This design comes from an exercise in tuning for small area, a short achievable clock period and few clock cycles on the open sky130 flow, not from production work.
Only simulation tests tie the RTL to the original design; equivalence was not proved.
Power is estimated from default activity; no workload was simulated.

// lcs_diff
module lcs_diff #(
    parameter N  = 16,
    parameter TW = 8
) (
    input  wire              clk,
    input  wire              rst,
    input  wire              cmd_valid,
    output wire              cmd_ready,
    input  wire [4:0]        a_len,
    input  wire [4:0]        b_len,
    input  wire [N*TW-1:0]   a_toks,
    input  wire [N*TW-1:0]   b_toks,
    output wire              out_valid,
    input  wire              out_ready,
    output wire [1:0]        out_op,
    output wire [3:0]        out_idx,
    output wire [4:0]        out_len
);
    localparam OP_REM  = 2'd0;
    localparam OP_ADD  = 2'd1;
    localparam OP_KEEP = 2'd2;
    localparam OP_END  = 2'd3;
    localparam E_IDLE = 3'd0;
    localparam E_DP   = 3'd2;
    localparam E_TB   = 3'd3;
    localparam E_EMB  = 3'd4;
    localparam E_DONE = 3'd5;
    localparam E_POST = 3'd6;    
    localparam P_UP1  = 2'd0;
    localparam P_DOWN = 2'd1;
    localparam P_UP2  = 2'd2;
    integer q;
    function [15:0] smear_dn(input [15:0] x);
        reg [15:0] y;
        begin
            y = x;
            y = y | (y >> 1);
            y = y | (y >> 2);
            y = y | (y >> 4);
            y = y | (y >> 8);
            smear_dn = y;
        end
    endfunction
    function [15:0] smear_up(input [15:0] x);
        reg [15:0] y;
        begin
            y = x;
            y = y | (y << 1);
            y = y | (y << 2);
            y = y | (y << 4);
            y = y | (y << 8);
            smear_up = y;
        end
    endfunction
    function himatch(input [15:0] c, input [15:0] mm);
        reg [7:0] a1, m1;
        reg [3:0] a2, m2;
        reg [1:0] a3, m3;
        integer k;
        begin
            for (k = 0; k < 8; k = k + 1) begin
                a1[k] = c[2*k+1] | c[2*k];
  ...
Settings: LEC_CHECK=0, ABC_AREA=1, CAP_MARGIN=30, CORE_MARGIN=2, CORE_UTILIZATION=40, CTS_BUF_LIST=sky130_fd_sc_hd__clkbuf_4, SLEW_MARGIN=40; clock period 11.0 ns.
standard.sh (not shown) runs the stock make flow with config.mk's settings and CLKGATE_MAP_FILE= SYNTH_SCRIPT=/design/flow/synth_recipe.tcl, a recipe that flattens the netlist after the stock synthesis.
==> flow/flow/run.sh <==
#!/bin/bash
set -euo pipefail
bash standard.sh SETUP_SLACK_MARGIN=7.6 'BUFFER_PORTS_ARGS=-buffer_cell sky130_fd_sc_hd__buf_1' finish > make_finish.log 2>&1
The baseline ran to the end with no violations.
Testbench counts at the start, summed over its fixed seeds: cycles 7,338.
Next try:
CORE_UTILIZATION = 50   (was 40)
CTS_BUF_LIST = sky130_fd_sc_hd__clkbuf_8   (was sky130_fd_sc_hd__clkbuf_4)
Die area is lower by 20%.
Wire length is lower by 0.78%.
Worst setup slack gets better by 0.19 ns.
Critical path depth is higher by 24.
Fmax is higher by 5.5%.
Via count is lower by 1.2%.
First-iteration DRC count is higher by 25%.

========
Starting RTL as in the previous note.
Settings: LEC_CHECK=0, ABC_AREA=1, CAP_MARGIN=30, CORE_MARGIN=2, CORE_UTILIZATION=40, SLEW_MARGIN=40; clock period 11.0 ns.
Scripts as last shown in full above: flow/flow/run.sh
The baseline completed with no timing, DRC or antenna violations.
Testbench counts at the start, summed over its fixed seeds: cycles 7,338.
Edit:
==> flow/flow/run.sh (replaced) <==
#!/bin/bash
set -euo pipefail
bash standard.sh SETUP_SLACK_MARGIN=7.5 'BUFFER_PORTS_ARGS=-buffer_cell sky130_fd_sc_hd__buf_1' finish > make_finish.log 2>&1
CTS_BUF_LIST = sky130_fd_sc_hd__clkbuf_8   (was unset)
Power is lower by 5.8%.
Worst hold slack stays flat.
Synthesized cell count stays the same.
Combinational power is lower by about 5%.
Design area is lower by 2.7%.
Via count stays flat.
First-iteration DRC count is higher by 0.35%.
Sequential share of layout area is higher by 0.79 points.
Edit:
==> flow/flow/run.sh (replaced) <==
#!/bin/bash
set -euo pipefail
bash standard.sh SETUP_SLACK_MARGIN=7.6 'BUFFER_PORTS_ARGS=-buffer_cell sky130_fd_sc_hd__buf_1' finish > make_finish.log 2>&1
=> Total power climbs by 2.5%; core utilization goes up by 1.1 points; synthesized cell count is unchanged; clock-buffer cell count falls by 5; routed wire length came out higher by 0.84%; cell count climbs by 0.65%; cell area rose by 2.4%.
Edit:
==> flow/flow/run.sh (replaced) <==
#!/bin/bash
set -euo pipefail
bash standard.sh SETUP_SLACK_MARGIN=7.7 'BUFFER_PORTS_ARGS=-buffer_cell sky130_fd_sc_hd__buf_1' finish > make_finish.log 2>&1
=> Worst setup slack loses 0.021 ns. Critical path depth increases by 23. Die area does not change. Register-to-register slack loses 0.05 ns. Count of clock-buffer cells in the layout increases by 7. Power increases by a few percent.

========
## run 1
Another version of the RTL of lcs_diff (not shown whole).
Size in the first run: ~460 flip-flops, roughly 280 I/O pins.
Design lcs_diff, start of the top module:
module lcs_diff #(
    parameter N  = 16,
    parameter TW = 8
) (
    input  wire              clk,
    input  wire              rst,
    input  wire              cmd_valid,
    output wire              cmd_ready,
    input  wire [4:0]        a_len,
    input  wire [4:0]        b_len,
    input  wire [N*TW-1:0]   a_toks,
    input  wire [N*TW-1:0]   b_toks,
    output wire              out_valid,
    input  wire              out_ready,
    output wire [1:0]        out_op,
    output wire [3:0]        out_idx,
    output wire [4:0]        out_len
);
    localparam OP_REM  = 2'd0;
    localparam OP_ADD  = 2'd1;
    localparam OP_KEEP = 2'd2;
    localparam OP_END  = 2'd3;
    localparam E_IDLE = 3'd0;
    localparam E_DP   = 3'd2;
    localparam E_TB   = 3'd3;
    localparam E_EMB  = 3'd4;
    localparam E_DONE = 3'd5;
    localparam E_POST = 3'd6;    
    localparam P_UP1  = 2'd0;
    localparam P_DOWN = 2'd1;
    localparam P_UP2  = 2'd2;
    integer q;
    function [15:0] smear_dn(input [15:0] x);
        reg [15:0] y;
        begin
            y = x;
            y = y | (y >> 1);
            y = y | (y >> 2);
            y = y | (y >> 4);
            y = y | (y >> 8);
            smear_dn = y;
        end
    endfunction
  ...
Settings: LEC_CHECK=0, ABC_AREA=1, CAP_MARGIN=30, CORE_MARGIN=2, CORE_UTILIZATION=40, SLEW_MARGIN=40; clock period 11.0 ns.
==> flow/flow/run.sh <==
#!/bin/bash
set -euo pipefail
bash standard.sh SETUP_SLACK_MARGIN=7.8 'BUFFER_PORTS_ARGS=-buffer_cell sky130_fd_sc_hd__buf_1' finish > make_finish.log 2>&1
Testbench counts of run 1, summed over its fixed seeds: cycles 7,338.
Setup changes, run 1 to run 2
==> flow/flow/run.sh <==
#!/bin/bash
set -euo pipefail
bash standard.sh SETUP_SLACK_MARGIN=7.6 'BUFFER_PORTS_ARGS=-buffer_cell sky130_fd_sc_hd__buf_1' finish > make_finish.log 2>&1
Run 2 has completed all stages; timing, DRC and antenna checks passed. Run 1 -> run 2: post-layout instance count excluding filler cells decreased by a few percent. Diff run 1 -> run 2 | critical path depth | increase of 20. On largest net degree at the start of global routing, the higher figure sits with run 1, not run 2. Highest clock frequency the design can meet essentially unchanged between run 2 and run 1. Looking at kind of critical path, the flip-flop to flip-flop result is from run 2; the flip-flop to output port one comes from run 1.
diff inputs: run 2 => run 3
# run 2
export LEC_CHECK = 0
export ABC_AREA = 1
export CAP_MARGIN = 30
export CORE_MARGIN = 2
export CORE_UTILIZATION = 40
export SLEW_MARGIN = 40
create_clock -name core_clock -period 11.0 [get_ports {clk}]
# run 3
export LEC_CHECK = 0
export ABC_AREA = 1
export CAP_MARGIN = 30
export CORE_MARGIN = 2
export CORE_UTILIZATION = 40
export CTS_BUF_LIST = sky130_fd_sc_hd__clkbuf_8
export SLEW_MARGIN = 40
create_clock -name core_clock -period 11.0 [get_ports {clk}]
==> flow/flow/run.sh <==
#!/bin/bash
set -euo pipefail
bash standard.sh SETUP_SLACK_MARGIN=7.4 'BUFFER_PORTS_ARGS=-buffer_cell sky130_fd_sc_hd__buf_1' finish > make_finish.log 2>&1
## What came out
Run 2 → run 3: total power fell 0.15 mW; worst hold slack about even. Relative to run 2, the number of DRC violations after detailed-routing iteration 0 of run 3 is higher by 118.
Changes in run 4 relative to run 3:
==> flow/flow/run.sh <==
#!/bin/bash
set -euo pipefail
bash standard.sh SETUP_SLACK_MARGIN=7.6 'BUFFER_PORTS_ARGS=-buffer_cell sky130_fd_sc_hd__buf_1' finish > make_finish.log 2>&1
### Flow results
The standard cells in run 4 occupy more silicon area than those in run 3 do. Against run 3, run 4 comes in 65 higher on final cell count without fillers. Run 4: done, clean on timing, DRC and antenna. Across both runs, routed wire length was higher for run 4 than for run 3. Run 3 → run 4: clock-pin slew of the registers on the worst-case setup and hold paths was more or less identical; non-clock buffering overhead in the final layout went up by 1.4 points; multi-input combinational cell area went up by 2.8%; slack of the critical path went up by 0.26 ns. Run 4 ends up with a register-to-register slack that is 0.15 ns higher than in run 3. In the tables for run 4 and run 3, area used by sequential logic in the layout reads lower with run 3. Sort run 4 and run 3 by maximum net fanout on the critical path asc -> top: run 3. Summary: first-iteration DRC count, run 4 better than run 3.

## what the ideal ports hide
Ports are ideal in the flow. The routed layouts listed here were re-timed in OpenROAD.
Step 1 (the two cells are an assumption about what drives the block):
set clk [get_ports {clk}]
set_driving_cell -lib_cell sky130_fd_sc_hd__clkbuf_16 $clk
set_driving_cell -lib_cell sky130_fd_sc_hd__buf_2 [delete_from_list [all_inputs] $clk]
Step 2 also shifts input and output timing later by t, the mid clock arrival at the registers, as if the neighbouring blocks saw the same clock.
Three values: ideal ports, drivers, drivers and shift; two values: the first two.
| run | t (ns) | setup WS [ns] | latest minus earliest clock arrival (ns) | worst register clock-pin slew, ns | worst slew at a driven data input, ns |
|---|---|---|---|---|---|
| the first run of note 1 | 0.950 | 7.370 / 7.311 / 6.764 | 0.090 / 0.091 | 0.08 / 0.08 | 0.11 |
| the second run of note 1 | 0.725 | 7.558 / 7.558 / 6.961 | 0.052 / 0.052 | 0.07 / 0.07 | 0.12 |
| the first run of note 2 | 0.661 | 7.564 / 7.559 / 6.898 | 0.035 / 0.035 | 0.07 / 0.07 | 0.11 |
| the second run of note 2 | 0.727 | 7.507 / 7.507 / 6.852 | 0.046 / 0.046 | 0.07 / 0.07 | 0.11 |
| the third run of note 2 | 0.722 | 7.608 / 7.555 / 6.926 | 0.063 / 0.063 | 0.07 / 0.07 | 0.12 |
| the fourth run of note 2 | 0.720 | 7.587 / 7.549 / 7.011 | 0.042 / 0.042 | 0.07 / 0.07 | 0.12 |
| run 1 | 0.677 | 7.495 / 7.427 / 7.111 | 0.041 / 0.041 | 0.07 / 0.07 | 0.09 |
| run 2 | 0.682 | 7.491 / 7.491 / 6.972 | 0.080 / 0.081 | 0.07 / 0.07 | 0.08 |
| run 3 | 0.758 | 7.242 / 7.177 / 6.726 | 0.060 / 0.059 | 0.07 / 0.07 | 0.11 |
| run 4 | 0.760 | 7.499 / 7.442 / 6.893 | 0.077 / 0.076 | 0.08 / 0.08 | 0.08 |
After both steps setup and hold are still met in every run listed. For the third run of note 2, which loses most, drivers alone change the setup slack by -0.053 ns; drivers and shift together by -0.682 ns.
